This design comes from an exercise in tuning for small area, a short achievable clock period and few clock cycles on the open sky130 flow, not from production work. Power and IR drop assume default switching activity.

==> flow/design.v <==
module sctp_enc (
    input  wire        clk,
    input  wire        rst,
    input  wire        cmd_valid,
    output wire        cmd_ready,
    input  wire [3:0]  cmd_op,
    input  wire [63:0] cmd_arg,
    input  wire [3:0]  cmd_cnt,
    input  wire        cmd_last,
    output wire        out_valid,
    input  wire        out_ready,
    output wire [63:0] out_data,
    output wire [3:0]  out_cnt,
    output wire        out_last,
    output wire        out_fault
);
    reg [143:0] A;           
    reg [4:0]   k;           
    reg         last_pend;   
    reg         fault_pend;  
    reg         faulted;     
    reg         ev;          
    reg  [87:0] eS;          
    reg         e_lop;       
    reg         e_13;        
    reg         e_big;       
    reg  [3:0]  enb;         
    reg         elast;       
    reg         efault;      
    reg         ov;          
    reg         ol;          
    reg         rfree;       
    reg         rtake;       
    reg         rx;          
    reg  [2:0]  off;         
    assign out_valid = ov;
    assign out_last  = ol;
    assign out_cnt   = {!ol | k[3], k[2:0] & {3{ol}}};
    assign out_data  = A[63:0];
    assign out_fault = fault_pend;
    wire take = ov && out_ready;
    wire merge = ev && (rfree || (rtake && out_ready));
    assign cmd_ready = rx || (rtake && out_ready);
    wire accept = cmd_valid && cmd_ready;
    wire [3:0]  op = cmd_op;
    wire [63:0] a  = cmd_arg;
    wire big      = (a[63:4] != 60'd0) || (a[3:0] == 4'hF);    
    wire is_data  = (op == 4'd14);
    wire is_sleb  = (op == 4'd9);
    wire leb_op   = (op == 4'd8) || is_sleb || (op == 4'd13);
    wire is_fix   = !op[3] || (op[3:1] == 3'b101);
    wire bad_short = (op == 4'd12) && (a[7:4] != 4'd0);
    reg [8:0] cu, cs;
    integer m;
    always @(*) begin
        for (m = 0; m < 9; m = m + 1) begin
            cu[m] = |(a >> (7*m + 7));
            cs[m] = a[63] ? !(&(a >> (7*m + 6) | ~({64{1'b1}} >> (7*m + 6))))
                          : |(a >> (7*m + 6));
        end
    end
    wire [8:0] c = is_sleb ? cs : cu;
    reg [3:0] hi;
    always @(*) begin
        if (op == 4'd12 || op == 4'd13) hi = a[3:0];
        else                            hi = 4'h0;
    end
    reg [87:0] S;
    integer i;
    always @(*) begin
        S[7:0] = is_data ? a[7:0] : {hi, op};
        for (i = 1; i < 9; i = i + 1) begin
            if (leb_op)                S[8*i +: 8] = {c[i-1], a[7*(i-1) +: 7]};
            else if (is_data && i < 8) S[8*i +: 8] = a[8*i +: 8];
            else                       S[8*i +: 8] = a[8*(i-1) +: 8];
        end
        S[79:72] = {c[8], a[62:56]};
        S[87:80] = {1'b0, {6{is_sleb & a[63]}}, a[63]};
    end
    reg [3:0] nb;
    always @(*) begin
        if (faulted || bad_short)  nb = 4'd0;
        else if (is_data)          nb = cmd_cnt[3] ? 4'd8 : cmd_cnt;
        else if (is_fix) begin
            case ({op[3], op[2:0]})
                4'b0000, 4'b0001: nb = 4'd2;
                4'b0010, 4'b0011: nb = 4'd3;
                4'b0100, 4'b0101,
                4'b1010:          nb = 4'd5;
                default:          nb = 4'd9;
            endcase
        end else                   nb = 4'd1;
    end
    wire [8:0] ec = {eS[79], eS[71], eS[63], eS[55], eS[47], eS[39], eS[31], eS[23], eS[15]};
    wire [3:0] ecnt = {ec[7], ec[3] & !ec[7], (ec[1] & !ec[3]) | (ec[5] & !ec[7]),
                       (ec[0] & !ec[1]) | (ec[2] & !ec[3]) | (ec[4] & !ec[5]) | (ec[6] & !ec[7]) | ec[8]};
    wire       e_leb = e_lop && (!e_13 || e_big);
    wire [3:0] en = e_leb ? ecnt + 4'd2 : enb;
    wire [87:0] eX = {eS[87:8], eS[7:4] | {4{e_13 & e_big}}, eS[3:0]};
    wire [95:0]  sh1 = off[0] ? {eX, eX[7:0]}   : {eX[87:80], eX};
    wire [111:0] sh2 = off[1] ? {sh1, sh1[15:0]} : {sh1[95:80], sh1};
    wire [143:0] sh  = off[2] ? {sh2, sh2[31:0]} : {sh2[111:80], sh2};
    reg [4:0] nk;
    reg       nlp, nev;
    always @(*) begin
        nk  = k;
        nlp = last_pend;
        nev = cmd_ready ? cmd_valid : ev;
        if (merge) begin
            nk  = {2'b00, off} + {1'b0, en};
            nlp = elast;
        end else if (take) begin
            if (ol) begin
                nk  = 5'd0;
                nlp = 1'b0;
            end else begin
                nk  = k - 5'd8;
            end
        end
    end
    wire nle8 = !nk[4] && (!nk[3] || nk[2:0] == 3'd0);
    integer j;
    always @(posedge clk) begin
        for (j = 0; j < 18; j = j + 1) begin
            if (merge && j >= off)
                A[8*j +: 8] <= sh[8*j +: 8];
            else if (take && j < 10)
                A[8*j +: 8] <= A[8*j + 64 +: 8];
        end
        if (merge && elast)
            fault_pend <= efault;
        if (!ev || merge) begin
            eS     <= S;
            e_lop  <= !faulted && leb_op;
            e_13   <= (op == 4'd13);
            e_big  <= big;
            enb    <= nb;
            elast  <= cmd_last;
            efault <= faulted || bad_short;
        end
        if (rst) begin
            k         <= 5'd0;
            last_pend <= 1'b0;
            faulted   <= 1'b0;
            ev        <= 1'b0;
            ov        <= 1'b0;
            ol        <= 1'b0;
            rfree     <= 1'b1;
            rtake     <= 1'b0;
            rx        <= 1'b1;
            off       <= 3'd0;
        end else begin
            if (accept)
                faulted <= !cmd_last && (faulted || bad_short);
            ev        <= nev;
            k         <= nk;
            last_pend <= nlp;
            ov        <= nk[4] || nk[3] || nlp;
            ol        <= nlp && nle8;
            rfree     <= !nlp && !nk[4] && !nk[3];
            rtake     <= (!nlp && !nk[4] && nk[3]) || (nlp && nle8);
            rx        <= !nev || (!nlp && !nk[4] && !nk[3]);
            off       <= nlp ? 3'd0 : nk[2:0];
        end
    end
endmodule
==> flow/config.mk <==
export PLATFORM = sky130hd
export DESIGN_NAME = sctp_enc
export DESIGN_NICKNAME = sctp_enc
export VERILOG_FILES = /design/flow/design.v
export SDC_FILE = /design/flow/constraint.sdc
export NUM_CORES = 4
export LEC_CHECK = 0
export CAP_MARGIN = 20
export CORE_MARGIN = 2
export CORE_UTILIZATION = 40
export SETUP_SLACK_MARGIN = 1.9
export SLEW_MARGIN = 20
==> flow/constraint.sdc <==
create_clock -name core_clock -period 4.5 [get_ports {clk}]
set_input_delay 0.9000 -clock core_clock [delete_from_list [all_inputs] [get_ports {clk}]]
set_output_delay 0.9000 -clock core_clock [all_outputs]
set_load 0.01 [all_outputs]
standard.sh (not shown) runs the stock make flow with config.mk's settings and CLKGATE_MAP_FILE= SYNTH_SCRIPT=/design/flow/synth_recipe.tcl, a recipe that flattens the netlist after the stock synthesis.
==> flow/flow/run.sh <==
#!/bin/bash
# Standard ORFS flow, with the ports buffered by buf_1 cells and the clock
# tree built without dummy loads.
export BUFFER_PORTS_ARGS="-buffer_cell sky130_fd_sc_hd__buf_1"
export CTS_ARGS="-sink_clustering_enable -repair_clock_nets -dont_use_dummy_load -sink_clustering_size 28 -sink_clustering_max_diameter 70"
bash standard.sh > standard.log 2>&1
==> next run, changes <==
==> flow/design.v (replaced) <==
module sctp_enc (
    input  wire        clk,
    input  wire        rst,
    input  wire        cmd_valid,
    output wire        cmd_ready,
    input  wire [3:0]  cmd_op,
    input  wire [63:0] cmd_arg,
    input  wire [3:0]  cmd_cnt,
    input  wire        cmd_last,
    output wire        out_valid,
    input  wire        out_ready,
    output wire [63:0] out_data,
    output wire [3:0]  out_cnt,
    output wire        out_last,
    output wire        out_fault
);
    reg [143:0] A;           
    reg [4:0]   k;           
    reg         last_pend;   
    reg         fault_pend;  
    reg         faulted;     
    reg         ov;          
    reg         ol;          
    reg         rfree;       
    reg         rtake;       
    reg  [2:0]  off;         
    assign out_valid = ov;
    assign out_last  = ol;
    assign out_cnt   = {!ol | k[3], k[2:0] & {3{ol}}};
    assign out_data  = A[63:0];
    assign out_fault = fault_pend;
    wire take = ov && out_ready;
    assign cmd_ready = rfree || (rtake && out_ready);
    wire accept = cmd_valid && cmd_ready;
    wire [3:0]  op = cmd_op;
    wire [63:0] a  = cmd_arg;
    wire big      = (a[63:4] != 60'd0) || (a[3:0] == 4'hF);    
    wire is_data  = (op == 4'd14);
    wire is_sleb  = (op == 4'd9);
    wire leb_op   = (op == 4'd8) || is_sleb || (op == 4'd13);
    wire is_fix   = !op[3] || (op[3:1] == 3'b101);
    wire bad_short = (op == 4'd12) && (a[7:4] != 4'd0);
    reg [8:0] cu, cs;
    integer m;
    always @(*) begin
        for (m = 0; m < 9; m = m + 1) begin
            cu[m] = |(a >> (7*m + 7));
            cs[m] = a[63] ? !(&(a >> (7*m + 6) | ~({64{1'b1}} >> (7*m + 6))))
                          : |(a >> (7*m + 6));
        end
    end
    wire [8:0] c = is_sleb ? cs : cu;
    reg [3:0] hi;
    always @(*) begin
        if (op == 4'd12 || (op == 4'd13 && !big)) hi = a[3:0];
        else if (op == 4'd13)                     hi = 4'hF;
        else                                      hi = 4'h0;
    end
    reg [87:0] S;
    integer i;
    always @(*) begin
        S[7:0] = is_data ? a[7:0] : {hi, op};
        for (i = 1; i < 9; i = i + 1) begin
            if (leb_op)                S[8*i +: 8] = {c[i-1], a[7*(i-1) +: 7]};
            else if (is_data && i < 8) S[8*i +: 8] = a[8*i +: 8];
            else                       S[8*i +: 8] = a[8*(i-1) +: 8];
        end
        S[79:72] = {c[8], a[62:56]};
        S[87:80] = {1'b0, {6{is_sleb & a[63]}}, a[63]};
    end
    wire leb = !faulted && ((op == 4'd8) || is_sleb || (op == 4'd13 && big));
    reg [3:0] nb;
    always @(*) begin
        if (faulted || bad_short)  nb = 4'd0;
        else if (is_data)          nb = cmd_cnt[3] ? 4'd8 : cmd_cnt;
        else if (is_fix) begin
            case ({op[3], op[2:0]})
                4'b0000, 4'b0001: nb = 4'd2;
                4'b0010, 4'b0011: nb = 4'd3;
                4'b0100, 4'b0101,
                4'b1010:          nb = 4'd5;
                default:          nb = 4'd9;
            endcase
        end else                   nb = 4'd1;
    end
    wire [3:0] ccnt = {c[7], c[3] & !c[7], (c[1] & !c[3]) | (c[5] & !c[7]),
                       (c[0] & !c[1]) | (c[2] & !c[3]) | (c[4] & !c[5]) | (c[6] & !c[7]) | c[8]};
    wire [3:0] n = leb ? ccnt + 4'd2 : nb;
    wire [95:0]  sh1 = off[0] ? {S, S[7:0]}   : {S[87:80], S};
    wire [111:0] sh2 = off[1] ? {sh1, sh1[15:0]} : {sh1[95:80], sh1};
    wire [143:0] sh  = off[2] ? {sh2, sh2[31:0]} : {sh2[111:80], sh2};
    reg [4:0] nk;
    reg       nlp;
    always @(*) begin
        nk  = k;
        nlp = last_pend;
        if (accept) begin
            nk  = {2'b00, off} + {1'b0, n};
            nlp = cmd_last;
        end else if (take) begin
            if (ol) begin
                nk  = 5'd0;
                nlp = 1'b0;
            end else begin
                nk  = k - 5'd8;
            end
        end
    end
    wire nle8 = !nk[4] && (!nk[3] || nk[2:0] == 3'd0);
    integer j;
    always @(posedge clk) begin
        for (j = 0; j < 18; j = j + 1) begin
            if (accept && j >= off)
                A[8*j +: 8] <= sh[8*j +: 8];
            else if (take && j < 10)
                A[8*j +: 8] <= A[8*j + 64 +: 8];
        end
        if (accept && cmd_last)
            fault_pend <= faulted || bad_short;
        if (rst) begin
            k         <= 5'd0;
            last_pend <= 1'b0;
            faulted   <= 1'b0;
            ov        <= 1'b0;
            ol        <= 1'b0;
            rfree     <= 1'b1;
            rtake     <= 1'b0;
            off       <= 3'd0;
        end else begin
            if (accept)
                faulted <= !cmd_last && (faulted || bad_short);
            k         <= nk;
            last_pend <= nlp;
            ov        <= nk[4] || nk[3] || nlp;
            ol        <= nlp && nle8;
            rfree     <= !nlp && !nk[4] && !nk[3];
            rtake     <= (!nlp && !nk[4] && nk[3]) || (nlp && nle8);
            off       <= nlp ? 3'd0 : nk[2:0];
        end
    end
endmodule
The changed run completed with no timing, DRC or antenna violations.
Wire length grows by 22%.
Sequential share of layout area is lower by 21 points.
Global-route usage goes up by 9.0 points.
Final area rose by 9.2%.
Clock power decreases by 18%.
Worst setup slack loses 930 ps.
Non-clock buffer count is higher by 187.
Combinational power increases by about 8%.
Clock skew went down by 33 ps.
Total power drops by 20%.
Utilization is higher by 14 points.
First-iteration DRC count went up by 26%.
Hold slack gains 78 ps.
No run of this note included a check of the RTL's function; only the layout flow was run.

---

Another version of the RTL of sctp_enc (not shown whole).
Size in the first run: about 1300 cells after synthesis, ~240 flip-flops, about 14000 um2 of cells after synthesis.
==> module sctp_enc, before the edit <==
module sctp_enc (
    input  wire        clk,
    input  wire        rst,
    input  wire        cmd_valid,
    output wire        cmd_ready,
    input  wire [3:0]  cmd_op,
    input  wire [63:0] cmd_arg,
    input  wire [3:0]  cmd_cnt,
    input  wire        cmd_last,
    output wire        out_valid,
    input  wire        out_ready,
    output wire [63:0] out_data,
    output wire [3:0]  out_cnt,
    output wire        out_last,
    output wire        out_fault
);
    reg [135:0] A;           
    reg [1:0]   A17;
    reg [4:0]   k;           
    reg         last_pend;   
    reg         fault_pend;  
    reg         faulted;     
    reg         ev;          
    reg  [87:0] eS;          
    reg         e_lop;       
    reg  [3:0]  en;          
    reg         elast;       
    reg         efault;      
    reg         ov;          
    reg         ol;          
    reg         rfree;       
    reg         rtake;       
    reg         rx;          
    reg  [2:0]  off;         
    assign out_valid = ov;
    assign out_last  = ol;
    assign out_cnt   = {!ol | k[3], k[2:0] & {3{ol}}};
    assign out_data  = A[63:0];
    assign out_fault = fault_pend;
    wire take = ov && out_ready;
    wire merge = ev && (rfree || (rtake && out_ready));
    assign cmd_ready = rx || (rtake && out_ready);
    wire accept = cmd_valid && cmd_ready;
    wire [3:0]  op = cmd_op;
    wire [63:0] a  = cmd_arg;
    wire is_data   = (op == 4'd14);
    wire is_sleb   = (op == 4'd9);
    wire leb_op    = (op == 4'd8) || is_sleb || (op == 4'd13);
    wire is_fix    = !op[3] || (op[3:1] == 3'b101);
    wire bad_short = (op == 4'd12) && (a[7:4] != 4'd0);
    reg [8:0] v;
    integer m;
    always @(*) begin
        for (m = 0; m < 8; m = m + 1) begin
            if (is_sleb)
                v[m] = (a[7*m + 6 +: 7] != {7{a[63]}});
            else
                v[m] = (a[7*m + 7 +: 7] != 7'd0);
        end
        v[8] = is_sleb ? (a[62] != a[63]) : a[63];
    end
    reg [3:0] ngrp;
    integer p;
    always @(*) begin
        ngrp = 4'd0;
        for (p = 0; p < 9; p = p + 1)
            if (v[p]) ngrp = p + 1;
    end
    wire big = (|v) || (a[6:4] != 3'd0) || (a[3:0] == 4'hF);
    reg [3:0] hi;
    always @(*) begin
        if (op == 4'd12 || (op == 4'd13 && !big)) hi = a[3:0];
        else if (op == 4'd13)                     hi = 4'hF;
        else                                      hi = 4'h0;
    end
    reg [87:0] S;
    integer i;
    always @(*) begin
        S[7:0] = is_data ? a[7:0] : {hi, op};
        for (i = 1; i < 9; i = i + 1) begin
            if (leb_op)                S[8*i +: 8] = {v[i-1], a[7*(i-1) +: 7]};
            else if (is_data && i < 8) S[8*i +: 8] = a[8*i +: 8];
            else                       S[8*i +: 8] = a[8*(i-1) +: 8];
        end
        S[79:72] = {v[8], a[62:56]};
        S[87:80] = {1'b0, {6{is_sleb & a[63]}}, a[63]};
    end
    reg [3:0] nb;
    always @(*) begin
        if (faulted || bad_short)  nb = 4'd0;
        else if (is_data)          nb = cmd_cnt[3] ? 4'd8 : cmd_cnt;
        else if (leb_op && (op != 4'd13 || big))
                                   nb = ngrp + 4'd2;
        else if (is_fix) begin
            case ({op[3], op[2:0]})
                4'b0000, 4'b0001: nb = 4'd2;
                4'b0010, 4'b0011: nb = 4'd3;
                4'b0100, 4'b0101,
                4'b1010:          nb = 4'd5;
                default:          nb = 4'd9;
            endcase
        end else                   nb = 4'd1;
    end
    wire [8:0] evb = {eS[79], eS[71], eS[63], eS[55], eS[47], eS[39], eS[31], eS[23], eS[15]};
    reg  [8:0] ec;
    integer q;
    always @(*) begin
        for (q = 0; q < 9; q = q + 1)
            ec[q] = |(evb >> q);
    end
    reg [87:0] eX;
    integer r;
    always @(*) begin
        eX = eS;
        for (r = 0; r < 9; r = r + 1)
            eX[8*r + 15] = e_lop ? ec[r] : eS[8*r + 15];
    end
    wire [95:0]  sh1 = off[0] ? {eX, eX[7:0]}   : {eX[87:80], eX};
    wire [111:0] sh2 = off[1] ? {sh1, sh1[15:0]} : {sh1[95:80], sh1};
    wire [143:0] sh  = off[2] ? {sh2, sh2[31:0]} : {sh2[111:80], sh2};
    wire [4:0] m_k   = {2'b00, off} + {1'b0, en};   
    wire       m_ge8  = m_k[4] || m_k[3];
    wire       m_gt8  = m_k[4] || (m_k[3] && m_k[2:0] != 3'd0);
    wire       m_ge16 = m_k[4];
    wire t_ge8 = k[4];
    wire t_le8 = !k[4] || (k[3:0] == 4'd0);
    reg [4:0] nk;
    reg [2:0] noff;
    reg       nlp, nov, nol, nfree, ntake;
    wire      nev = cmd_ready ? cmd_valid : ev;
    always @(*) begin
        nk    = k;
        noff  = off;
        nlp   = last_pend;
        nov   = ov;
        nol   = ol;
        nfree = rfree;
        ntake = rtake;
        if (merge) begin
            nk    = m_k;
            noff  = elast ? 3'd0 : m_k[2:0];
            nlp   = elast;
            nov   = m_ge8 || elast;
            nol   = elast && !m_gt8;
            nfree = !elast && !m_ge8;
            ntake = elast ? !m_gt8 : (m_ge8 && !m_ge16);
        end else if (take) begin
            if (ol) begin
                nk    = 5'd0;
                noff  = 3'd0;
                nlp   = 1'b0;
                nov   = 1'b0;
                nol   = 1'b0;
                nfree = 1'b1;
                ntake = 1'b0;
            end else begin
                nk    = k - 5'd8;
                nov   = t_ge8 || last_pend;
                nol   = last_pend && t_le8;
                nfree = !last_pend && !t_ge8;
                ntake = last_pend ? t_le8 : t_ge8;
            end
        end
    end
    integer j;
    always @(posedge clk) begin
        for (j = 0; j < 17; j = j + 1) begin
            if (merge && j >= off)
                A[8*j +: 8] <= sh[8*j +: 8];
            else if (take && j < 9)
                A[8*j +: 8] <= A[8*j + 64 +: 8];
            else if (take && j == 9)
                A[8*j +: 8] <= {1'b0, {6{A17[1]}}, A17[0]};
        end
        if (merge)
            A17 <= sh[137:136];
        if (merge && elast)
            fault_pend <= efault;
        if (cmd_ready) begin
            eS     <= S;
            e_lop  <= leb_op;
            en     <= nb;
            elast  <= cmd_last;
            efault <= faulted || bad_short;
        end
        if (rst) begin
            k         <= 5'd0;
            last_pend <= 1'b0;
            faulted   <= 1'b0;
            ev        <= 1'b0;
            ov        <= 1'b0;
            ol        <= 1'b0;
            rfree     <= 1'b1;
            rtake     <= 1'b0;
            rx        <= 1'b1;
            off       <= 3'd0;
        end else begin
            if (accept)
                faulted <= !cmd_last && (faulted || bad_short);
            ev        <= nev;
            k         <= nk;
            last_pend <= nlp;
            ov        <= nov;
            ol        <= nol;
            rfree     <= nfree;
            rtake     <= ntake;
            rx        <= !nev || nfree;
            off       <= noff;
        end
    end
endmodule
clock: 4.5 ns
lec_check: 0
cap_margin: 20
core_margin: 2
core_utilization: 40
setup_slack_margin: 1.9
slew_margin: 20
Scripts as last shown in full above: flow/flow/run.sh
Change:
--- a/flow/design.v
+++ b/flow/design.v
@@ -173,13 +173,13 @@
                 A[8*j +: 8] <= {1'b0, {6{A17[1]}}, A17[0]};
         end
         if (merge)
             A17 <= sh[137:136];
         if (merge && elast)
             fault_pend <= efault;
-        if (cmd_ready) begin
+        if (!ev || merge) begin
             eS     <= S;
             e_lop  <= leb_op;
             en     <= nb;
             elast  <= cmd_last;
             efault <= faulted || bad_short;
         end
The new run finished with timing, DRC and antenna clean. First-iteration DRC count grows slightly. Final area came out lower slightly. Flip-flop and latch count stays the same. Worst setup slack gets better by 0.015 ns. Wire length rose slightly. Power came out lower by a few percent.
No functional check of the RTL was part of any run of this note.

afterwards: timing with drivers on the ports:
The flow's constraints put no driver on any port. The routed layouts listed below were extracted and timed again, unchanged, in two steps. Step 1: set_driving_cell puts a clkbuf_16 on clk and a buf_2 on each other input, an assumption about the parent block. Step 2, shift: input delay + t, output delay - t, t = (earliest + latest rising clock arrival at the registers) / 2. This alone moves slack from input paths to output paths. a / b / c = no drivers / after step 1 / after step 2; a / b = the first two.
| run | t, ns | setup slack, ns | worst hold slack (ns) | worst setup path at the end | latest minus earliest clock arrival (ns) |
|---|---|---|---|---|---|
| the first run of note 1 | 0.537 | 1.707 / 1.707 / 1.468 | 0.434 / 0.434 / 0.434 | input to register | 0.066 / 0.066 |
| the second run of note 1 | 0.472 | 0.772 / 0.782 / 0.310 | 0.511 / 0.511 / 0.511 | input to register | 0.025 / 0.026 |
| the first run of note 2 | 0.534 | 1.755 / 1.773 / 1.239 | 0.472 / 0.472 / 0.472 | input to register | 0.049 / 0.050 |
| the second run of note 2 | 0.532 | 1.770 / 1.780 / 1.248 | 0.433 / 0.433 / 0.433 | input to register | 0.057 / 0.057 |
After both steps every run listed still meets setup and hold. For the second run of note 2, which loses most, drivers alone change the setup slack by +0.010 ns; drivers and shift together by -0.522 ns.
